Context: an optimization exercise on an open-source flow, tuned for small area, a short achievable clock period and few clock cycles. The choices shown serve that exercise and are no tape-out recipe. For this run, only the layout was checked, not whether the RTL still works. No activity file was given, so power comes from the tool's default toggle rates.

[config.mk]
export PLATFORM = sky130hd
export DESIGN_NAME = sm1_codec
export DESIGN_NICKNAME = sm1_codec
export VERILOG_FILES = /design/flow/design.v
export SDC_FILE = /design/flow/constraint.sdc
export NUM_CORES = 4
export LEC_CHECK = 0
export CAP_MARGIN = 20
export CORE_MARGIN = 2
export CORE_UTILIZATION = 40
export SLEW_MARGIN = 20
[design.v]
module sm1_frame_decode (
    input  wire [79:0]  f,
    input  wire [7:0]   n,         
    input  wire         dir,       
    input  wire         ver,       
    input  wire         cken,      
    input  wire         ch,        
    output reg  [159:0] rsp,       
    output reg  [2:0]   rsp_n,     
    output reg  [1:0]   kind       
);
    localparam KIND_REC = 2'd0, KIND_CKF = 2'd1, KIND_MAL = 2'd2;
    wire [7:0] f0 = f[7:0];
    wire [7:0] f1 = f[15:8];
    wire [7:0] f2 = f[23:16];
    wire [7:0] f3 = f[31:24];
    wire [7:0] f4 = f[39:32];
    wire [7:0] f5 = f[47:40];
    wire [7:0] f6 = f[55:48];
    wire [7:0] f7 = f[63:56];
    wire [7:0] lexp = !dir ? 8'd7 : (ver ? 8'd10 : 8'd9);
    reg [7:0] last_b, cks_rx, cks_calc;
    always @(*) begin
        case (lexp)
            8'd7:    begin last_b = f[55:48]; cks_rx = f[47:40]; end
            8'd9:    begin last_b = f[71:64]; cks_rx = f[63:56]; end
            default: begin last_b = f[79:72]; cks_rx = f[71:64]; end
        endcase
        cks_calc = f1 + f2 + f3 + f4;
        if (lexp >= 8'd9)  cks_calc = cks_calc + f5 + f6;
        if (lexp == 8'd10) cks_calc = cks_calc + f7;
    end
    wire stxbad = (f0 != 8'h02);
    wire etxbad = (last_b != 8'h03);
    wire [15:0] raw23 = {f2, f3};
    wire [15:0] raw45 = {f4, f5};
    wire [15:0] raw67 = {f6, f7};
    always @(*) begin
        rsp   = 160'd0;
        rsp_n = 3'd1;
        kind  = KIND_MAL;
        if (n != lexp) begin
            rsp[31:0] = {4'h5, ch, ver, dir, 9'd0, n, 4'd0, 4'd1};
        end else if (stxbad || etxbad) begin
            rsp[31:0] = {4'h5, ch, ver, dir, 9'd0, n, 2'd0, stxbad, etxbad, 4'd2};
        end else if (cken && (cks_calc != cks_rx)) begin
            kind      = KIND_CKF;
            rsp[31:0] = {4'h4, ch, ver, dir, 9'd0, cks_calc, cks_rx};
        end else if (!dir) begin
            kind  = KIND_REC;
            rsp_n = 3'd3;
            if (f1[7:3] == 5'd0) begin
                rsp[31:0]  = {4'h1, ch, ver, f1[1:0], f1, raw23};
                rsp[63:32] = ver ? {16'd0, raw23} : {{16{raw23[15]}}, raw23};
                rsp[95:64] = {24'd0, f4};
            end else begin
                rsp[31:0]  = {4'h2, ch, ver, f1[0], 1'b0, f1, raw23};
                rsp[63:32] = ver ? {{16{~raw23[15]}}, ~raw23[15], raw23[14:0]}
                                 : {{16{raw23[15]}}, raw23};
                rsp[95:64] = {24'd0, f4};
            end
        end else begin
            kind  = KIND_REC;
            rsp_n = 3'd5;
            rsp[31:0]  = {4'h3, ch, ver, ver, (ver ? f1[2:1] : 2'd0), f1[0], 14'd0, f1};
            rsp[63:32] = {{16{raw23[15]}}, raw23};
            rsp[95:64] = {{16{raw45[15]}}, raw45};
            if (ver) begin
                rsp[127:96]  = {{16{~raw67[15]}}, ~raw67[15], raw67[14:0]};
                rsp[159:128] = {16'd0, raw67};
            end else begin
                rsp[127:96]  = {{24{f6[7]}}, f6};
                rsp[159:128] = {24'd0, f6};
            end
        end
    end
endmodule
module sm1_frame_encode (
    input  wire         ver,
    input  wire [1:0]   mode,
    input  wire         start,
    input  wire [31:0]  maxv,
    input  wire [31:0]  minv,
    input  wire [31:0]  cur,
    output reg  [127:0] rsp,      
    output reg  [2:0]   rsp_n
);
    /*verilator lint_off UNUSEDSIGNAL*/
    function fits16(input [31:0] x);
        fits16 = (x[31:15] == 17'h00000) || (x[31:15] == 17'h1FFFF);
    endfunction
    function fits8(input [31:0] x);
        fits8 = (x[31:7] == 25'h0000000) || (x[31:7] == 25'h1FFFFFF);
    endfunction
    /*verilator lint_on UNUSEDSIGNAL*/
    reg [3:0]  field;
    reg [7:0]  b1, b6, b7, cks;
    reg [15:0] craw;
    always @(*) begin
        if ((!ver && mode != 2'd0) || (ver && mode == 2'd3)) field = 4'd1;
        else if (!fits16(maxv))                              field = 4'd2;
        else if (!fits16(minv))                              field = 4'd3;
        else if (ver ? !fits16(cur) : !fits8(cur))           field = 4'd4;
        else                                                 field = 4'd0;
        b1   = ver ? {5'd0, mode, start} : {7'd0, start};
        craw = cur[15:0] ^ 16'h8000;           
        b6   = ver ? craw[15:8] : cur[7:0];
        b7   = craw[7:0];
        cks  = b1 + maxv[15:8] + maxv[7:0] + minv[15:8] + minv[7:0] + b6;
        if (ver) cks = cks + b7;
        rsp   = 128'd0;
        if (field != 4'd0) begin
            rsp_n      = 3'd1;
            rsp[31:0]  = {4'h7, 24'd0, field};
        end else begin
            rsp_n      = 3'd4;
            rsp[31:0]  = {4'h6, 20'd0, (ver ? 8'd10 : 8'd9)};
            rsp[63:32] = {8'h02, b1, maxv[15:8], maxv[7:0]};
            if (ver) begin
                rsp[95:64]  = {minv[15:8], minv[7:0], b6, b7};
                rsp[127:96] = {cks, 8'h03, 16'd0};
            end else begin
                rsp[95:64]  = {minv[15:8], minv[7:0], b6, cks};
                rsp[127:96] = {8'h03, 24'd0};
            end
        end
    end
endmodule
module sm1_codec (
    input  wire        clk,
    input  wire        rst,           
    input  wire        cmd_valid,
    output wire        cmd_ready,
    input  wire [31:0] cmd_data,
    input  wire        cmd_last,
    input  wire [31:0] ts_in,         
    output wire        rsp_valid,
    input  wire        rsp_ready,
    output wire [31:0] rsp_data,
    output wire        rsp_last
);
    localparam OP_FEED   = 4'h1, OP_DECODE = 4'h2, OP_ENCODE = 4'h3,
               OP_RSTASM = 4'h4, OP_RSTST  = 4'h5, OP_RSTCH  = 4'h6,
               OP_RDST   = 4'h7, OP_WRCFG  = 4'h8, OP_RDCFG  = 4'h9;
    localparam S_CMD  = 2'd0,    
               S_EXEC = 2'd1,    
               S_SCAN = 2'd2,    
               S_RSP  = 2'd3;    
    reg [1:0] state;
    reg        cfg_ver, cfg_cken, cfg_rxdir;
    reg [79:0] buf0, buf1;            
    reg [3:0]  len0, len1;
    reg [31:0] ok0, ok1, ckf0, ckf1, mal0, mal1, lts0, lts1;
    reg        seen0, seen1;
    reg [31:0] w0, w1, w2, w3;        
    reg [6:0]  wcnt;                  
    reg [31:0] ts_cmd;
    assign cmd_ready = (state == S_CMD);
    always @(posedge clk) begin
        if (rst) begin
            wcnt <= 7'd0;
        end else if (state == S_CMD && cmd_valid) begin
            case (wcnt)
                7'd0: begin w0 <= cmd_data; ts_cmd <= ts_in; end
                7'd1: w1 <= cmd_data;
                7'd2: w2 <= cmd_data;
                7'd3: w3 <= cmd_data;
                default: ;
            endcase
            if (wcnt != 7'd127) wcnt <= wcnt + 7'd1;
        end else if (state == S_RSP && rsp_ready && rsp_last) begin
            wcnt <= 7'd0;
        end
    end
    wire [3:0] op  = w0[31:28];
    wire       cch = w0[27];
    reg [31:0] resv;
    reg [6:0]  nwords;
    always @(*) begin
        nwords = 7'd1;
        case (op)
            OP_FEED:   resv = 32'h07FFFF00;
            OP_DECODE: begin
                resv   = 32'h09FFFF00;
                nwords = 7'd1 + {1'b0, w0[7:2]} + {6'd0, (w0[1:0] != 2'd0)};
            end
            OP_ENCODE: begin resv = 32'h0DFFFFF8; nwords = 7'd4; end
            OP_RSTASM, OP_RSTST, OP_RSTCH, OP_RDST: resv = 32'h07FFFFFF;
            OP_WRCFG:  resv = 32'h0FFFFFF8;
            OP_RDCFG:  resv = 32'h0FFFFFFF;
            default:   resv = 32'h00000000;
        endcase
    end
    wire       bad_op  = (op == 4'h0) || (op >= 4'hA);
    wire       bad_res = (w0 & resv) != 32'd0;
    wire       bad_len = (wcnt != nwords);
    wire       illegal = bad_op || bad_res || bad_len;
    wire [3:0] ill_why = bad_op ? 4'd1 : (bad_res ? 4'd2 : 4'd3);
    wire [79:0] abuf = cch ? buf1 : buf0;
    wire [3:0]  alen = cch ? len1 : len0;
    wire [3:0]  lrx  = !cfg_rxdir ? 4'd7 : (cfg_ver ? 4'd10 : 4'd9);
    reg  [7:0]  etx_b;
    always @(*) begin
        case (lrx)
            4'd7:    etx_b = abuf[55:48];
            4'd9:    etx_b = abuf[71:64];
            default: etx_b = abuf[79:72];
        endcase
    end
    wire        is_dec = (state == S_EXEC);   
    wire [95:0] opbytes = {w1, w2, w3};
    reg  [79:0] dframe;
    integer j;
    always @(*) begin
        for (j = 0; j < 10; j = j + 1)
            dframe[8*j +: 8] = opbytes[95 - 8*j -: 8];
    end
    wire [159:0] dec_rsp;
    wire [2:0]   dec_n;
    wire [1:0]   dec_kind;
    sm1_frame_decode u_dec (
        .f    (is_dec ? dframe : abuf),
        .n    (is_dec ? w0[7:0] : {4'd0, lrx}),
        .dir  (is_dec ? w0[26] : cfg_rxdir),
        .ver  (is_dec ? w0[25] : cfg_ver),
        .cken (cfg_cken),
        .ch   (is_dec ? 1'b0 : cch),
        .rsp  (dec_rsp),
        .rsp_n(dec_n),
        .kind (dec_kind)
    );
    wire [127:0] enc_rsp;
    wire [2:0]   enc_n;
    sm1_frame_encode u_enc (
        .ver  (w0[25]),
        .mode (w0[2:1]),
        .start(w0[0]),
        .maxv (w1),
        .minv (w2),
        .cur  (w3),
        .rsp  (enc_rsp),
        .rsp_n(enc_n)
    );
    reg [159:0] rw;                    
    reg [2:0]   rn, ridx;
    assign rsp_valid = (state == S_RSP);
    assign rsp_data  = rw[32*ridx +: 32];
    assign rsp_last  = (ridx == rn - 3'd1);
    function [31:0] sat_inc(input [31:0] x);
        sat_inc = (x == 32'hFFFFFFFF) ? x : x + 32'd1;
    endfunction
    always @(posedge clk) begin
        if (rst) begin
            state     <= S_CMD;
            cfg_ver   <= 1'b1;
            cfg_cken  <= 1'b1;
            cfg_rxdir <= 1'b0;
            len0 <= 4'd0;  len1 <= 4'd0;
            ok0  <= 32'd0; ok1  <= 32'd0;
            ckf0 <= 32'd0; ckf1 <= 32'd0;
            mal0 <= 32'd0; mal1 <= 32'd0;
            lts0 <= 32'd0; lts1 <= 32'd0;
            seen0 <= 1'b0; seen1 <= 1'b0;
            ridx <= 3'd0;
            rn   <= 3'd1;
        end else begin
            case (state)
            S_CMD: begin
                if (cmd_valid && cmd_last) state <= S_EXEC;
            end
            S_EXEC: begin
                ridx  <= 3'd0;
                rn    <= 3'd1;
                rw[31:0] <= 32'd0;                
                state <= S_RSP;
                if (illegal) begin
                    rw[31:0] <= {4'hF, 24'd0, ill_why};
                end else begin
                    case (op)
                    OP_FEED: begin
                        if (cch) begin
                            buf1[8*len1 +: 8] <= w0[7:0];
                            len1 <= len1 + 4'd1;
                        end else begin
                            buf0[8*len0 +: 8] <= w0[7:0];
                            len0 <= len0 + 4'd1;
                        end
                        state <= S_SCAN;
                    end
                    OP_DECODE: begin
                        rn <= dec_n;
                        rw <= dec_rsp;
                    end
                    OP_ENCODE: begin
                        rn <= enc_n;
                        rw[127:0] <= enc_rsp;
                    end
                    OP_RSTASM, OP_RSTCH: begin
                        if (cch) len1 <= 4'd0; else len0 <= 4'd0;
                        if (op == OP_RSTCH) begin
                            if (cch) begin
                                ok1 <= 32'd0; ckf1 <= 32'd0; mal1 <= 32'd0;
                                lts1 <= 32'd0; seen1 <= 1'b0;
                            end else begin
                                ok0 <= 32'd0; ckf0 <= 32'd0; mal0 <= 32'd0;
                                lts0 <= 32'd0; seen0 <= 1'b0;
                            end
                        end
                    end
                    OP_RSTST: begin
                        if (cch) begin
                            ok1 <= 32'd0; ckf1 <= 32'd0; mal1 <= 32'd0;
                            lts1 <= 32'd0; seen1 <= 1'b0;
                        end else begin
                            ok0 <= 32'd0; ckf0 <= 32'd0; mal0 <= 32'd0;
                            lts0 <= 32'd0; seen0 <= 1'b0;
                        end
                    end
                    OP_RDST: begin
                        rn <= 3'd5;
                        if (cch) begin
                            rw[31:0] <= {4'h8, 1'b1, seen1, 22'd0, len1};
                            rw[159:32] <= {lts1, mal1, ckf1, ok1};
                        end else begin
                            rw[31:0] <= {4'h8, 1'b0, seen0, 22'd0, len0};
                            rw[159:32] <= {lts0, mal0, ckf0, ok0};
                        end
                    end
                    OP_WRCFG: begin
                        if (w0[0] != cfg_ver || w0[2] != cfg_rxdir) begin
                            len0 <= 4'd0;
                            len1 <= 4'd0;
                        end
                        cfg_ver   <= w0[0];
                        cfg_cken  <= w0[1];
                        cfg_rxdir <= w0[2];
                    end
                    OP_RDCFG: begin
                        rw[31:0] <= {4'h9, 25'd0, cfg_rxdir, cfg_cken, cfg_ver};
                    end
                    default: ;
                    endcase
                end
            end
            S_SCAN: begin
                if (alen == 4'd0) begin
                    state <= S_RSP;
                end else if (abuf[7:0] != 8'h02) begin
                    if (cch) begin buf1 <= buf1 >> 8; len1 <= len1 - 4'd1; end
                    else     begin buf0 <= buf0 >> 8; len0 <= len0 - 4'd1; end
                end else if (alen < lrx) begin
                    state <= S_RSP;
                end else if (etx_b == 8'h03) begin
                    rn <= dec_n;
                    rw <= dec_rsp;
                    if (cch) begin
                        len1 <= 4'd0;
                        if (dec_kind == 2'd0) ok1  <= sat_inc(ok1);
                        else                  ckf1 <= sat_inc(ckf1);
                        lts1  <= ts_cmd;
                        seen1 <= 1'b1;
                    end else begin
                        len0 <= 4'd0;
                        if (dec_kind == 2'd0) ok0  <= sat_inc(ok0);
                        else                  ckf0 <= sat_inc(ckf0);
                        lts0  <= ts_cmd;
                        seen0 <= 1'b1;
                    end
                end else begin
                    rn    <= 3'd1;
                    rw[31:0] <= {4'h5, cch, cfg_ver, cfg_rxdir, 9'd0, 4'd0, lrx,
                              2'd0, 1'b0, 1'b1, 4'd2};
                    if (cch) begin
                        buf1 <= buf1 >> 8; len1 <= len1 - 4'd1;
                        mal1 <= sat_inc(mal1);
                    end else begin
                        buf0 <= buf0 >> 8; len0 <= len0 - 4'd1;
                        mal0 <= sat_inc(mal0);
                    end
                end
            end
            S_RSP: begin
                if (rsp_ready) begin
                    if (rsp_last) state <= S_CMD;
                    else          ridx  <= ridx + 3'd1;
                end
            end
            endcase
        end
    end
endmodule
[run.sh]
#!/bin/bash
# synth_recipe.tcl (not shown) runs the flow's synth.tcl, then flattens the netlist and writes it again
# the make line also repeats each setting of config.mk as NAME=value (left out here)
make -C /OpenROAD-flow-scripts/flow DESIGN_CONFIG=/design/flow/config.mk WORK_HOME=/design/flow/orfs CLKGATE_MAP_FILE= SYNTH_SCRIPT=/design/flow/synth_recipe.tcl finish
[constraint.sdc]
create_clock -name core_clock -period 10.0 [get_ports {clk}]
set_input_delay 2.0000 -clock core_clock [delete_from_list [all_inputs] [get_ports {clk}]]
set_output_delay 2.0000 -clock core_clock [all_outputs]
set_load 0.01 [all_outputs]
==> reports/qor.yml <==
status: "timing/DRC/antenna clean"
fin_crit_sh_pct: 90.9
setup_tns_ns: 0
peakVddDrop_mv: 0.473
clock_skew_ns: 0.0400
num_io_pins: 104
largest_register_ffs: 160
syn-mean-instance-area_um2: 9.68
max_slew.worst_pin.slew_ns: 1.25
holdBufCountCts: 0
crit_path_max_fanout: 17
drv_slew: 0
synth-edff-count: 480
drc: 0
ys_seq_area_share_pct: 47.0
core_mm2: 0.107
critPathCaptureType: "flip-flop"
die_width_um: 331
critPathSlowestCell: "edfxtp_1"
final_hold_viol_count: 0
grt.total_usage_pct: 27.8
drt_iter0_markers: 4612
slew_headroom_pct: 17.0
globalplace.congestion: 1.01
criticalPathCategory: "reg -> reg"
cts_root_buf: "clkbuf_16"
hpwlAfterDp_um: 113000
synth_seq_cells: 764
ctsResizeCount: 0
insertion_delay_ns: 0.69
numCtsBuffers: 86
grt_pass1_wl_um: 224000
required_ns: 10.37
io_buffers: 103
area_growth_syn_to_layout_pct: 12.3
grt_remaining_overflow: 0
start_kind: "flip-flop"
rows: 120
r2r-start: "w0[27]$_DFFE_PP_"
min_from: "lts1[28]$_SDFFE_PP0P_"
synth_area_mm2: 0.0428
hold_path.class: "reg -> reg"
cts.path.max_buffers: 3
fin_area_mm2: 0.0481
syn_inst: 4424
hold_ws_ns: 0.454
rsz0062_at_grt: "false"
synth_nets: 4608
wl_um: 155000
synth_area_leaders: "edfxtp_1 34%, dfxtp_1 13%, mux2i_1 8.1%"
grt_pass1_vias: 32641
largestRegisters: "rw: 160 flops, buf0: 80 flops, buf1: 80 flops"
initial_core_util_pct: 40.2
vias: 34842
p_per_area_mw_per_mm2: 356
grt_max_degree: 288
cts_setup_buffers: 0
final-setup-viol-count: 0
dieArea_mm2: 0.110
synth_cell_types: 104
first_pass_iters: 8
slowest_delay_ns: 0.87
p_leak_nw: 16.4
fmax_mhz: 110
die_h_um: 331
place_area_mm2: 0.0451
synth_top_area_share_pct: 33.7
finalNetCount: 4580
via_per_inst: 5.94
wire_per_inst_um: 26.4
cp-startpoint: "w0[27]$_DFFE_PP_"
period_needed_ns: 9.09
synth-main-ff-cell: "edfxtp_1"
cts_htree_levels: 3
utilization_pct: 45.1
worstPathArrival_ns: 9.46
antenna_found_initial: 7
yosysMostFrequentCell: "nand2_1"
ant_nets: 0
cts.clk_slew.worst_paths_ns: 0.06
synth_warnings: 3
synth_commonest_cells: "572 x nand2_1, 480 x edfxtp_1, 446 x nor2_1, 361 x o21ai_0, 346 x mux2i_1"
cts.sinks: 764
critPathBufInv: 4
drive_gt1_share_pct: 8.13
synth_largest_area_cell: "edfxtp_1"
synthArstFlopShare_pct: 0
critical-path-top-delay-family: "adder cells"
drv_cap: 0
crit_top_cell: "fa_1"
top_register: "rw"
tritoncts: "built"
## placed cells by master (no fill, tap or decap), types with 11 or more instances in the layout
cell               n
xor2_1            57
a211oi_1          28
fa_1              47
a31oi_1           18
and2_1            18
clkbuf_16         90
nand4_1           53
clkbuf_1          25
o21ai_1           19
nor2_1           444
and4_1            19
ha_1              66
clkinv_1          11
edfxtp_1         480
a21o_1            13
mux2_2            25
mux2i_1          345
inv_1            139
o21a_1            12
o21ai_0          360
xnor2_1          157
nand3_1          183
nor3_1            77
o211ai_1          13
mux4_2            32
or3_1             20
nor4_2            21
nor2b_1           13
a21oi_1          249
nor4_1            47
nand2b_1          21
and3_1            54
buf_4             80
clkdlybuf4s50_1  102
dfxtp_1          283
o22ai_1           33
nand2_1          571
## worst min-delay path, stage by stage (launching register included)
cell and delay (ns):
dfxtp_1 0.31, nand2_1 0.05, a21oi_1 0.05
## through the flow
step,cells,worst slack [ns],total power [mW]
floorplan,4424,0.694,10.8
global placement,5710,1.28,13.6
detailed placement,5710,1.10,13.5
CTS,5867,1.06,16.9
global route,5868,0.469,18.1
finish,5869,0.911,17.1
## cell families (layout without fill, tap and decap cells)
| family | Yosys count | count (layout) | synth area share, % |
|---|---|---|---|
| fa+ha+maj | 115 | 115 | 4.19 |
| other cells | 0 | 1 | 0 |
| buf+inv | 443 | 484 | 4.15 |
| simple gates | 1631 | 1631 | 18.1 |
| xor+xnor | 219 | 219 | 4.64 |
| mux | 411 | 411 | 10.7 |
| compound gates | 841 | 841 | 11.3 |
| flops | 764 | 764 | 47.0 |
## where the power goes
| part | internal (mW) | total [mW] | switching, mW |
|---|---|---|---|
| Combinational | 3.46 | 9.44 | 5.97 |
| Sequential | 4.01 | 4.39 | 0.381 |
| Clock | 1.92 | 3.30 | 1.37 |
| Total | 9.40 | 17.1 | 7.73 |
## final cells by class
cell class                 count  area, um2
multi-input combinational   3217      21100
clock buffer                 119       2400
inverter                     144        541
sequential                   764      20100
clock inverter                38        495
timing repair buffer         183       1640
tap                         1403       1760
fill                       10267      58500
antenna                        1       2.50
## final timing paths
check / endpoint / slack [ns] / cells after the start
setup / recovery: rw[115]$_DFFE_PP_ / 0.91 / 29
hold / removal: lts1[28]$_SDFFE_PP0P_ / 0.45 / 2
setup reg to reg: rw[115]$_DFFE_PP_ / 0.91 / 29
hold reg to reg: lts1[28]$_SDFFE_PP0P_ / 0.45 / 2
## per-layer routing
layer	track usage, %	routed length [um]	up-vias
met5	0	34	-
met4	9.82	5890	6
met3	5.08	13800	276
li1	-	-	15773
met2	42.7	68100	1671
met1	39.4	66900	17116

separate check: timing with driven ports:
No port has a modelled driver above. Below, the same layout with a new extraction and two added sets of constraints.
Step 1: set_driving_cell puts a clkbuf_16 on clk and a buf_2 on each other input, an assumption about the parent block.
Step 2 adds t to the input delays and takes it off the output delays; t is the mean of the earliest and latest rising clock arrival at the registers after step 1. Input paths then give back, and output paths get back, about the clock's delay inside the block.
a / b / c = ideal / step 1 / step 2; a / b = the first two.
t, ns: 0.743
setup WS [ns]: 0.911 / 0.911 / 0.911
worst setup path after step 2: register to register
clock arrival spread, ns: 0.044 / 0.044
worst slew at a driven data input, ns: 0.07
After both steps setup and hold are still met in this run. For this run, drivers alone change the setup slack by 0.000 ns; drivers and shift together by 0.000 ns.
